This design comes from an exercise in tuning for small area, a short achievable clock period and few clock cycles on the open sky130 flow, not from production work.
In this exercise RTL edits were held to simulation tests only and were not proved equivalent to the original.
No activity file was given, so power comes from the tool's default toggle rates.

==> flow/design.v (excerpt) <==
module hobd_core (
    input             clk,
    input             rst,
    input             p_valid,
    input      [9:0]  p_word,
    output     [1:0]  p_resp,
    input             c_valid,
    input      [3:0]  c_op,
    output            c_ready,
    output            c_done,
    output     [1:0]  c_ref,
    output     [31:0] c_resp,
    output            tx_valid,
    output     [31:0] tx_id,
    output     [3:0]  tx_dlc,
    output     [63:0] tx_data,
    input             tx_fail,
    output            diag_valid,
    output     [7:0]  diag_code,
    output            msg_valid,
    output     [7:0]  msg_type,
    output     [7:0]  msg_len,
    output reg        rx_en
);
For scale: roughly 4400 cells after synthesis, roughly 2200 flip-flops, ~190 I/O pins, roughly 81000 um^2 of cells after synthesis.
clock: 10.0 ns
lec_check: 0
cap_margin: 20
core_margin: 2
core_utilization: 55
cts_cluster_diameter: 100
cts_cluster_size: 28
setup_slack_margin: 5
slew_margin: 20
standard.sh (not shown) runs the stock make flow with config.mk's settings and CLKGATE_MAP_FILE= SYNTH_SCRIPT=/design/flow/synth_recipe.tcl, a recipe that flattens the netlist after the stock synthesis.
==> flow/flow/run.sh <==
#!/bin/bash
set -euo pipefail
cd "$(dirname "$0")/.."
bash standard.sh SETUP_SLACK_MARGIN=5.5 \
  "BUFFER_PORTS_ARGS=-buffer_cell sky130_fd_sc_hd__buf_4" finish > flow_make.log 2>&1
The starting point finished clean.
Testbench counts at the start, summed over its fixed seeds: cycles 39,405.
Then changed:
--- a/flow/flow/run.sh
+++ b/flow/flow/run.sh
@@ -4 +4 @@
-bash standard.sh SETUP_SLACK_MARGIN=5.5 \
+bash standard.sh SETUP_SLACK_MARGIN=5.55 \
--- a/flow/config.mk
+++ b/flow/config.mk
@@ -7,0 +8 @@
+export ABC_CLOCK_PERIOD_IN_PS = 5000
@@ -10 +11 @@
-export CORE_UTILIZATION = 55
+export CORE_UTILIZATION = 50
=> Power is higher by about 0.7%; maximum frequency is lower by about 0.6%; utilization is lower by 4.9 points; worst hold slack degrades by 5.7 ps; die area is higher by about 10%; final area is higher by 1.2%; clock skew is higher by 9.3 ps.
Then changed:
--- a/flow/flow/run.sh
+++ b/flow/flow/run.sh
@@ -4 +4 @@
-bash standard.sh SETUP_SLACK_MARGIN=5.55 \
+bash standard.sh SETUP_SLACK_MARGIN=5.5 \
--- a/flow/config.mk
+++ b/flow/config.mk
@@ -11,3 +11,4 @@
-export CORE_UTILIZATION = 50
-export CTS_CLUSTER_DIAMETER = 100
-export CTS_CLUSTER_SIZE = 28
+export CORE_UTILIZATION = 65
+export CTS_CLUSTER_DIAMETER = 80
+export CTS_CLUSTER_SIZE = 30
+export PLACE_DENSITY = 0.72
What happened: Wire length fell by 7.1%. Non-clock buffer count fell by 46. Fmax rose by 1.1%. Setup slack is better by 50 ps. Final area fell by 2.3%. Synthesized cell count is unchanged. Core utilization rose by 15 points.
Then changed:
--- a/flow/config.mk
+++ b/flow/config.mk
@@ -11,4 +11,3 @@
-export CORE_UTILIZATION = 65
-export CTS_CLUSTER_DIAMETER = 80
-export CTS_CLUSTER_SIZE = 30
-export PLACE_DENSITY = 0.72
+export CORE_UTILIZATION = 55
+export CTS_CLUSTER_DIAMETER = 100
+export CTS_CLUSTER_SIZE = 28
Effect: The new run went through all stages and came out clean; synthesized cell count stays the same; final cell count climbs by about 5%; cell area rose by about 1.1%; register-to-register slack is better by 200 ps; power falls by about 0.55%; routed wire length rose by about 4.3%; die area increases by 18%; non-clock buffer count goes up by 41; maximum frequency came out lower by 0.47%.
Then changed:
--- a/flow/config.mk
+++ b/flow/config.mk
@@ -11,3 +11,4 @@
-export CORE_UTILIZATION = 55
-export CTS_CLUSTER_DIAMETER = 100
-export CTS_CLUSTER_SIZE = 28
+export CORE_UTILIZATION = 75
+export CTS_CLUSTER_DIAMETER = 70
+export CTS_CLUSTER_SIZE = 30
+export PLACE_DENSITY = 0.82
Outcome: Wire length climbs by about 11%; final area drops by about 0.6%; sequential power barely changes; core utilization climbs by 22 points; non-clock buffer count drops by 37; global-route usage climbs by 13 points.
Then changed:
--- a/flow/config.mk
+++ b/flow/config.mk
@@ -11,4 +11,4 @@
-export CORE_UTILIZATION = 75
-export CTS_CLUSTER_DIAMETER = 70
-export CTS_CLUSTER_SIZE = 30
-export PLACE_DENSITY = 0.82
+export CORE_UTILIZATION = 65
+export CTS_CLUSTER_DIAMETER = 90
+export CTS_CLUSTER_SIZE = 29
+export PLACE_DENSITY = 0.72
=>
- design area decreases by 0.81%
- global-route usage drops by 8.7 points
- wire length fell by 14%
- core utilization falls by 12 points
- register-to-register slack gains 30 ps

========
Starting RTL as in the previous note.
Design hobd_core, start of the top module:
module hobd_core (
    input             clk,
    input             rst,
    input             p_valid,
    input      [9:0]  p_word,
    output     [1:0]  p_resp,
    input             c_valid,
    input      [3:0]  c_op,
    output            c_ready,
    output            c_done,
    output     [1:0]  c_ref,
    output     [31:0] c_resp,
    output            tx_valid,
    output     [31:0] tx_id,
    output     [3:0]  tx_dlc,
    output     [63:0] tx_data,
    input             tx_fail,
    output            diag_valid,
    output     [7:0]  diag_code,
    output            msg_valid,
    output     [7:0]  msg_type,
    output     [7:0]  msg_len,
    output reg        rx_en
);
==> flow/config.mk <==
export PLATFORM = sky130hd
export DESIGN_NAME = hobd_core
export DESIGN_NICKNAME = hobd_core
export VERILOG_FILES = /design/flow/design.v
export SDC_FILE = /design/flow/constraint.sdc
export NUM_CORES = 4
export LEC_CHECK = 0
export ABC_CLOCK_PERIOD_IN_PS = 5000
export CAP_MARGIN = 20
export CORE_MARGIN = 2
export CORE_UTILIZATION = 65
export CTS_CLUSTER_DIAMETER = 80
export CTS_CLUSTER_SIZE = 30
export PLACE_DENSITY = 0.72
export SETUP_SLACK_MARGIN = 5
export SLEW_MARGIN = 20
==> flow/constraint.sdc <==
create_clock -name core_clock -period 10.0 [get_ports {clk}]
set_input_delay 2.0000 -clock core_clock [delete_from_list [all_inputs] [get_ports {clk}]]
set_output_delay 2.0000 -clock core_clock [all_outputs]
set_load 0.01 [all_outputs]
==> flow/flow/run.sh <==
#!/bin/bash
set -euo pipefail
cd "$(dirname "$0")/.."
bash standard.sh SETUP_SLACK_MARGIN=5.6 \
  "BUFFER_PORTS_ARGS=-buffer_cell sky130_fd_sc_hd__buf_4" finish > flow_make.log 2>&1
The baseline finished with timing, DRC and antenna clean.
Testbench counts at the start, summed over its fixed seeds: cycles 39,405.
Then changed:
==> flow/flow/run.sh (replaced) <==
#!/bin/bash
set -euo pipefail
cd "$(dirname "$0")/.."
bash standard.sh SETUP_SLACK_MARGIN=5.5 \
  "BUFFER_PORTS_ARGS=-buffer_cell sky130_fd_sc_hd__buf_2" finish > flow_make.log 2>&1
Settings changed: CTS_CLUSTER_DIAMETER 80 to 90, CTS_CLUSTER_SIZE 30 to 29.
The new run finished clean.
Final cell count fell by 1.4%.
Routed wire length went down by 2.8%.
Critical path depth drops by 1.
Power went down by 1.4%.

========
Setup of try-xenon:
hobd_core again, from the RTL that the note above started with.
export LEC_CHECK = 0
export ABC_CLOCK_PERIOD_IN_PS = 5000
export CAP_MARGIN = 20
export CORE_MARGIN = 2
export CORE_UTILIZATION = 65
export CTS_CLUSTER_DIAMETER = 80
export CTS_CLUSTER_SIZE = 30
export PLACE_DENSITY = 0.72
export SETUP_SLACK_MARGIN = 5
export SLEW_MARGIN = 20
create_clock -name core_clock -period 10.0 [get_ports {clk}]
==> flow/flow/run.sh <==
#!/bin/bash
set -euo pipefail
cd "$(dirname "$0")/.."
bash standard.sh SETUP_SLACK_MARGIN=5.5 \
  "BUFFER_PORTS_ARGS=-buffer_cell sky130_fd_sc_hd__buf_2" finish > flow_make.log 2>&1
Testbench counts of try-xenon, summed over its fixed seeds: cycles 39,405.
For try-raven, these inputs were changed with respect to try-xenon:
Settings: PLACE_DENSITY changed from 0.72 to 0.68; CORE_UTILIZATION changed from 65 to 60.
==> flow/flow/run.sh <==
#!/bin/bash
set -euo pipefail
cd "$(dirname "$0")/.."
bash standard.sh SETUP_SLACK_MARGIN=5.5 \
  "BUFFER_PORTS_ARGS=-buffer_cell sky130_fd_sc_hd__buf_4" finish > flow_make.log 2>&1
### Flow results
In try-raven relative to try-xenon, achievable clock frequency had gone down slightly.
try-raven went all the way through synthesis, placement and routing and the layout is clean on timing, DRC and antenna.
Across both runs, register share of the cell area was lower for try-raven than for try-xenon.
Power dissipated by switching net loads, try-raven vs try-xenon: up by a few percent
Comparing the two runs side by side, try-raven comes out behind try-xenon on total non-filler cell area in the finished layout.
Taking try-xenon as the reference, in try-raven via count of the first global-routing pass stayed essentially flat, non-clock buffer area fraction after layout rose by 0.78 points.
What try-harbor does differently from try-raven at the input level:
Settings: changing CORE_UTILIZATION from 60 to 55; changing CTS_CLUSTER_DIAMETER from 80 to 100; removing PLACE_DENSITY (formerly 0.68); changing CTS_CLUSTER_SIZE from 30 to 26.
==> flow/flow/run.sh <==
#!/bin/bash
set -euo pipefail
cd "$(dirname "$0")/.."
bash standard.sh SETUP_SLACK_MARGIN=5.55 \
  "BUFFER_PORTS_ARGS=-buffer_cell sky130_fd_sc_hd__buf_4" finish > flow_make.log 2>&1
[summary]
Going from try-raven to try-harbor, largest fanout on the critical path moved up; number of cell rows moved up; final-layout clock-cell area share moved down; count of input and output buffers level.
Measured against each other, try-harbor and try-raven differ in slew at the pin with the worst max-slew slack, the lower figure coming from try-harbor.
Fraction of the cycle the final worst path needs: higher on try-raven
try-harbor vs try-raven: die boundary width up in try-harbor
Relative to try-raven, the final critical-path setup slack of try-harbor is higher by 0.028 ns.
In try-harbor, fraction of layout cells with a size suffix above 1 is higher than in try-raven.
try-harbor closes out successfully: all stages finished, all timing, DRC and antenna checks passed.

afterwards: timing with drivers on the ports:
The results above use ideal ports. As a check the final layouts listed here were re-extracted and re-timed, cells and wires unchanged.
Step 1 assumes that a clkbuf_16 drives the clock port and a buf_2 every other input.
Step 2 times the ports against the registers' clock, not the clock port: input delays grow and output delays shrink by t, the midpoint of the rising clock arrivals with the driver on.
Three values: no drivers, after step 1, after step 2; two values: the first two.
run | t, ns | setup WS [ns] | worst hold slack (ns) | clock arrival spread, ns
the first run of note 1 | 0.820 | 5.429 / 5.348 / 4.809 | 0.390 / 0.390 / 0.390 | 0.048 / 0.048
the second run of note 1 | 0.815 | 5.400 / 5.317 / 4.901 | 0.385 / 0.385 / 0.385 | 0.069 / 0.070
the third run of note 1 | 0.794 | 5.450 / 5.370 / 4.873 | 0.400 / 0.400 / 0.400 | 0.038 / 0.038
the fourth run of note 1 | 0.820 | 5.429 / 5.348 / 4.809 | 0.390 / 0.390 / 0.390 | 0.048 / 0.048
the fifth run of note 1 | 0.819 | 5.245 / 5.166 / 4.616 | 0.393 / 0.393 / 0.393 | 0.075 / 0.075
the sixth run of note 1 | 0.783 | 5.465 / 5.387 / 4.827 | 0.408 / 0.408 / 0.408 | 0.037 / 0.038
the first run of note 2 | 0.794 | 5.377 / 5.298 / 4.973 | 0.408 / 0.408 / 0.408 | 0.044 / 0.044
the second run of note 2 | 0.780 | 5.412 / 5.333 / 4.880 | 0.401 / 0.401 / 0.401 | 0.050 / 0.050
try-xenon | 0.787 | 5.485 / 5.404 / 4.867 | 0.412 / 0.412 / 0.412 | 0.043 / 0.042
try-raven | 0.815 | 5.407 / 5.327 / 4.812 | 0.395 / 0.395 / 0.395 | 0.050 / 0.049
try-harbor | 0.832 | 5.435 / 5.353 / 4.812 | 0.389 / 0.389 / 0.389 | 0.040 / 0.041
After both steps setup and hold are still met in every run listed. The setup slack of the sixth run of note 1, which loses most, moves by -0.078 ns with the drivers and by -0.638 ns with both steps.
